What follows belongs to an exercise in optimizing a design on an open flow for small area and a short achievable clock period; a production flow would make more cautious choices. At most, simulation tests tie the RTL to the original design; equivalence was not proved. The clock port is modelled as an ideal driver, which makes a skipped or thinned clock tree look cheaper than it is; a real chip needs a root buffer or a tree. Power and IR drop assume default switching activity.

JK:
==> flow/design.v <==
module kojisan_scale (
    input  wire        clk,
    input  wire        rst,
    input  wire        in_valid,
    input  wire        in_sel,
    input  wire [15:0] in_raw,
    output reg         out_valid,
    output reg         out_sel,
    output reg  [31:0] out_q
);
    reg [15:0] r1; reg s1, v1;
    reg [20:0] p2; reg s2, v2;
    reg [23:0] n3; reg s3, v3;
    wire [18:0] p5  = {1'b0, r1, 2'b00} + {3'b000, r1};
    wire [20:0] p25 = {p5, 2'b00} + {2'b00, p5};
    wire [23:0] n = s2 ? {1'b0, p2, 2'b00} : ({p2, 3'b000} - {3'b000, p2});
    wire [56:0] w = {1'b0, n3, 8'd0, n3} + {17'd0, n3, 16'd0}
                  + (s3 ? 57'h000000001000000 : 57'h1d3000001000000);
    always @(posedge clk) begin
        if (rst) begin v1 <= 1'b0; v2 <= 1'b0; v3 <= 1'b0; out_valid <= 1'b0; end
        else begin v1 <= in_valid; v2 <= v1; v3 <= v2; out_valid <= v3; end
        r1 <= in_raw; s1 <= in_sel;
        p2 <= p25;    s2 <= s1;
        n3 <= n;      s3 <= s2;
        out_q <= w[56:25]; out_sel <= s3;
    end
endmodule
export LEC_CHECK = 0
export ABC_AREA = 1
export CAP_MARGIN = 20
export CORE_MARGIN = 2
export CORE_UTILIZATION = 40
export SLEW_MARGIN = 20
create_clock -name core_clock -period 10.0 [get_ports {clk}]
standard.sh (not shown) runs the stock make flow with config.mk's settings and CLKGATE_MAP_FILE= SYNTH_SCRIPT=/design/flow/synth_recipe.tcl, a recipe that flattens the netlist after the stock synthesis.
==> flow/flow/run.sh <==
#!/bin/bash
set -euo pipefail
export BUFFER_PORTS_ARGS="-buffer_cell sky130_fd_sc_hd__buf_2"
bash standard.sh finish > standard_flow.log 2>&1
Per the final summary, JK finished and its layout is clean on timing, DRC and antenna.
Changes in MS relative to JK:
==> flow/flow/run.sh <==
#!/bin/bash
set -euo pipefail
export BUFFER_PORTS_ARGS="-buffer_cell sky130_fd_sc_hd__buf_1"
bash standard.sh finish > standard_flow.log 2>&1
Results
In MS the count of clock-buffer cells in the layout turned out 1 higher than in JK.
Cell with the largest stage delay on the worst path = dfxtp_1: MS; cell with the largest stage delay on the worst path = fa_1: JK
Looking only at synthesis-to-layout area growth, and setting everything else aside, the lower value of MS and JK goes to MS.
Power: MS and JK compared, higher one is JK
No functional check of the RTL was part of any run of this note.

---

## before
Starts from the design.v that is shown in full above.
Settings: LEC_CHECK=0, ABC_AREA=1, CAP_MARGIN=20, CORE_MARGIN=2, CORE_UTILIZATION=40, SLEW_MARGIN=20; clock period 10.0 ns.
run.sh (not shown) runs the stock make flow with config.mk's settings and CLKGATE_MAP_FILE= SYNTH_SCRIPT=/design/flow/synth_recipe.tcl, a recipe that flattens the netlist after the stock synthesis.
Stock flow here: none of the scripts above is used.
The flow did not stop early for before: all stages ran, and the layout cleared the timing, DRC and antenna checks.
Modified inputs, after compared to before
--- a/flow/config.mk
+++ b/flow/config.mk
@@ -6,5 +6,4 @@
 export NUM_CORES = 4
 export LEC_CHECK = 0
-export ABC_AREA = 1
 export CAP_MARGIN = 20
 export CORE_MARGIN = 2
- On after: critical path depth is 14 higher than what before gave.
- after: share of the final layout cell area in multi-input gates 0.18 points below before
- In the flow results for after and before, the area taken by multi-input logic gates is larger on before.
Function was not checked in any run of this note: the RTL went through the layout flow alone.

---

Setup of job 4267:
Another version of the RTL of kojisan_scale (not shown whole).
For scale: ~460 cells after synthesis, roughly 4900 um^2 of cells after synthesis.
export LEC_CHECK = 0
export CAP_MARGIN = 20
export CORE_MARGIN = 2
export CORE_UTILIZATION = 60
export SLEW_MARGIN = 20
create_clock -name core_clock -period 10.0 [get_ports {clk}]
standard.sh (not shown) runs the stock make flow with config.mk's settings and CLKGATE_MAP_FILE= SYNTH_SCRIPT=/design/flow/synth_recipe.tcl, a recipe that flattens the netlist after the stock synthesis.
==> flow/flow/run.sh <==
#!/bin/bash
set -euo pipefail
export BUFFER_PORTS_ARGS="-buffer_cell sky130_fd_sc_hd__buf_1"
export SETUP_SLACK_MARGIN=7.4
export SKIP_CTS_REPAIR_TIMING=1
bash standard.sh cts > standard_to_cts.log 2>&1
openroad -no_init -exit flow/clktree.tcl > clktree.log 2>&1
bash standard.sh finish > standard_finish.log 2>&1
Other scripts of this flow, unchanged in this note and not shown: flow/flow/clktree.tcl
--- input diff job 4267..job 525 ---
==> flow/flow/run.sh <==
#!/bin/bash
set -euo pipefail
export BUFFER_PORTS_ARGS="-buffer_cell sky130_fd_sc_hd__buf_1"
export SETUP_SLACK_MARGIN=7.35
bash standard.sh cts > standard_to_cts.log 2>&1
openroad -no_init -exit flow/clktree.tcl > clktree.log 2>&1
bash standard.sh finish > standard_finish.log 2>&1
diff --git a/flow/config.mk b/flow/config.mk
--- a/flow/config.mk
+++ b/flow/config.mk
@@ -8,4 +8,5 @@
 export CAP_MARGIN = 20
 export CORE_MARGIN = 2
-export CORE_UTILIZATION = 60
+export CORE_UTILIZATION = 70
+export PLACE_DENSITY = 0.8
 export SLEW_MARGIN = 20
==> comparison <==
Between job 4267 and job 525, the flow reports number of vias after detailed routing increasing slightly.
Diff job 525..job 4267 | proportion of power drawn by combinational gates | negligible
Number of combinational gates with multiple inputs: job 4267 vs job 525 identical
For power share of the sequential group, job 525 and job 4267 come out practically identical.
The minimum setup slack among reg-to-reg paths in job 525 was lower than what job 4267 gave.
There was hardly any difference in post-synthesis xor/xnor area fraction between job 4267 and job 525.
Input-level comparison between job 3193 and job 525:
diff --git a/flow/config.mk b/flow/config.mk
--- a/flow/config.mk
+++ b/flow/config.mk
@@ -8,5 +8,7 @@
 export CAP_MARGIN = 20
 export CORE_MARGIN = 2
-export CORE_UTILIZATION = 70
-export PLACE_DENSITY = 0.8
+export CORE_UTILIZATION = 40
+export CTS_BUF_LIST = sky130_fd_sc_hd__clkbuf_8
+export CTS_CLUSTER_DIAMETER = 100
+export CTS_CLUSTER_SIZE = 40
 export SLEW_MARGIN = 20
Results
Number of cell instances on the worst register-to-register path sits higher in job 3193 than in job 525. Compared to job 525, job 3193 reaches a higher achievable clock. Looking only at per-cell via count in the routed design, and setting everything else aside, the higher value of job 3193 and job 525 goes to job 525. Both conditions hold for job 3193: the flow ran to the end and the final layout passed the timing, DRC and antenna checks. The minimum clock period number comes out lower for job 3193 vs job 525. Re total routing resource utilization after global routing: job 3193 is 9.7 points down on job 525.
--- input diff job 3193..job 6882 ---
diff --git a/flow/flow/run.sh b/flow/flow/run.sh
--- a/flow/flow/run.sh
+++ b/flow/flow/run.sh
@@ -3,4 +3,5 @@
 export BUFFER_PORTS_ARGS="-buffer_cell sky130_fd_sc_hd__buf_1"
 export SETUP_SLACK_MARGIN=7.35
+export SKIP_CTS_REPAIR_TIMING=1
 bash standard.sh cts > standard_to_cts.log 2>&1
 openroad -no_init -exit flow/clktree.tcl > clktree.log 2>&1
diff --git a/flow/config.mk b/flow/config.mk
--- a/flow/config.mk
+++ b/flow/config.mk
@@ -8,7 +8,4 @@
 export CAP_MARGIN = 20
 export CORE_MARGIN = 2
-export CORE_UTILIZATION = 40
-export CTS_BUF_LIST = sky130_fd_sc_hd__clkbuf_8
-export CTS_CLUSTER_DIAMETER = 100
-export CTS_CLUSTER_SIZE = 40
+export CORE_UTILIZATION = 60
 export SLEW_MARGIN = 20
Findings:
Going from job 3193 to job 6882, met1 capacity usage during global routing +6.0 points; distinct cell type count of the synthesized netlist ~0 delta; register share of total power +0.8 points; clock power share +0.2 points.
Count of placed standard cells in the final layout, fillers left out sits lower in job 6882 than in job 3193.
Hold slack on job 6882 is down relative to job 3193.
diff inputs: job 6882 => job 5562
diff --git a/flow/flow/run.sh b/flow/flow/run.sh
--- a/flow/flow/run.sh
+++ b/flow/flow/run.sh
@@ -2,5 +2,5 @@
 set -euo pipefail
 export BUFFER_PORTS_ARGS="-buffer_cell sky130_fd_sc_hd__buf_1"
-export SETUP_SLACK_MARGIN=7.35
+export SETUP_SLACK_MARGIN=7.3
 export SKIP_CTS_REPAIR_TIMING=1
 bash standard.sh cts > standard_to_cts.log 2>&1
diff --git a/flow/config.mk b/flow/config.mk
--- a/flow/config.mk
+++ b/flow/config.mk
@@ -8,4 +8,5 @@
 export CAP_MARGIN = 20
 export CORE_MARGIN = 2
-export CORE_UTILIZATION = 60
+export CORE_UTILIZATION = 40
+export GPL_TIMING_DRIVEN = 0
 export SLEW_MARGIN = 20
--- outcome ---
- Compared with job 6882, job 5562 shows final instance area higher by 29 um^2.
- Wire: job 5562 routes more than job 6882
- Routed length on met3 grows by more than a quarter when moving from job 6882 to job 5562.
- Worst slack at placement: job 5562 vs job 6882 down 150 ps
No run of this note takes its clock network from TritonCTS; it comes from the design's own scripts or RTL.

## port drivers added, routing unchanged
The flow's constraints put no driver on any port. The routed layouts listed below were extracted and timed again, unchanged, in two steps.
Step 1 sets driving cells, clkbuf_16 on the clock port and buf_2 on the other inputs (assumed; they add their load-dependent delay and slew).
Step 2 adds t to the input delays and takes it off the output delays; t is the mean of the earliest and latest rising clock arrival at the registers after step 1. Input paths then give back, and output paths get back, about the clock's delay inside the block.
Slacks: ideal ports / drivers / drivers and shift; pairs: ideal ports / drivers.
run | t, ns | setup WS [ns] | slew at the worst register clock pin (ns)
JK | 0.399 | 6.884 / 6.884 / 6.884 | 0.07 / 0.07
MS | 0.391 | 6.913 / 6.913 / 6.913 | 0.07 / 0.07
before | 0.391 | 6.812 / 6.769 / 6.870 | 0.07 / 0.07
after | 0.391 | 6.048 / 6.048 / 6.048 | 0.07 / 0.07
job 4267 | 0.232 | 7.401 / 7.322 / 7.423 | 0.09 / 0.09
job 525 | 0.228 | 7.355 / 7.313 / 7.355 | 0.09 / 0.09
job 3193 | 0.239 | 7.396 / 7.310 / 7.430 | 0.09 / 0.09
job 6882 | 0.232 | 7.371 / 7.292 / 7.426 | 0.09 / 0.09
job 5562 | 0.235 | 7.371 / 7.287 / 7.387 | 0.09 / 0.09
After both steps every run listed still meets setup and hold.
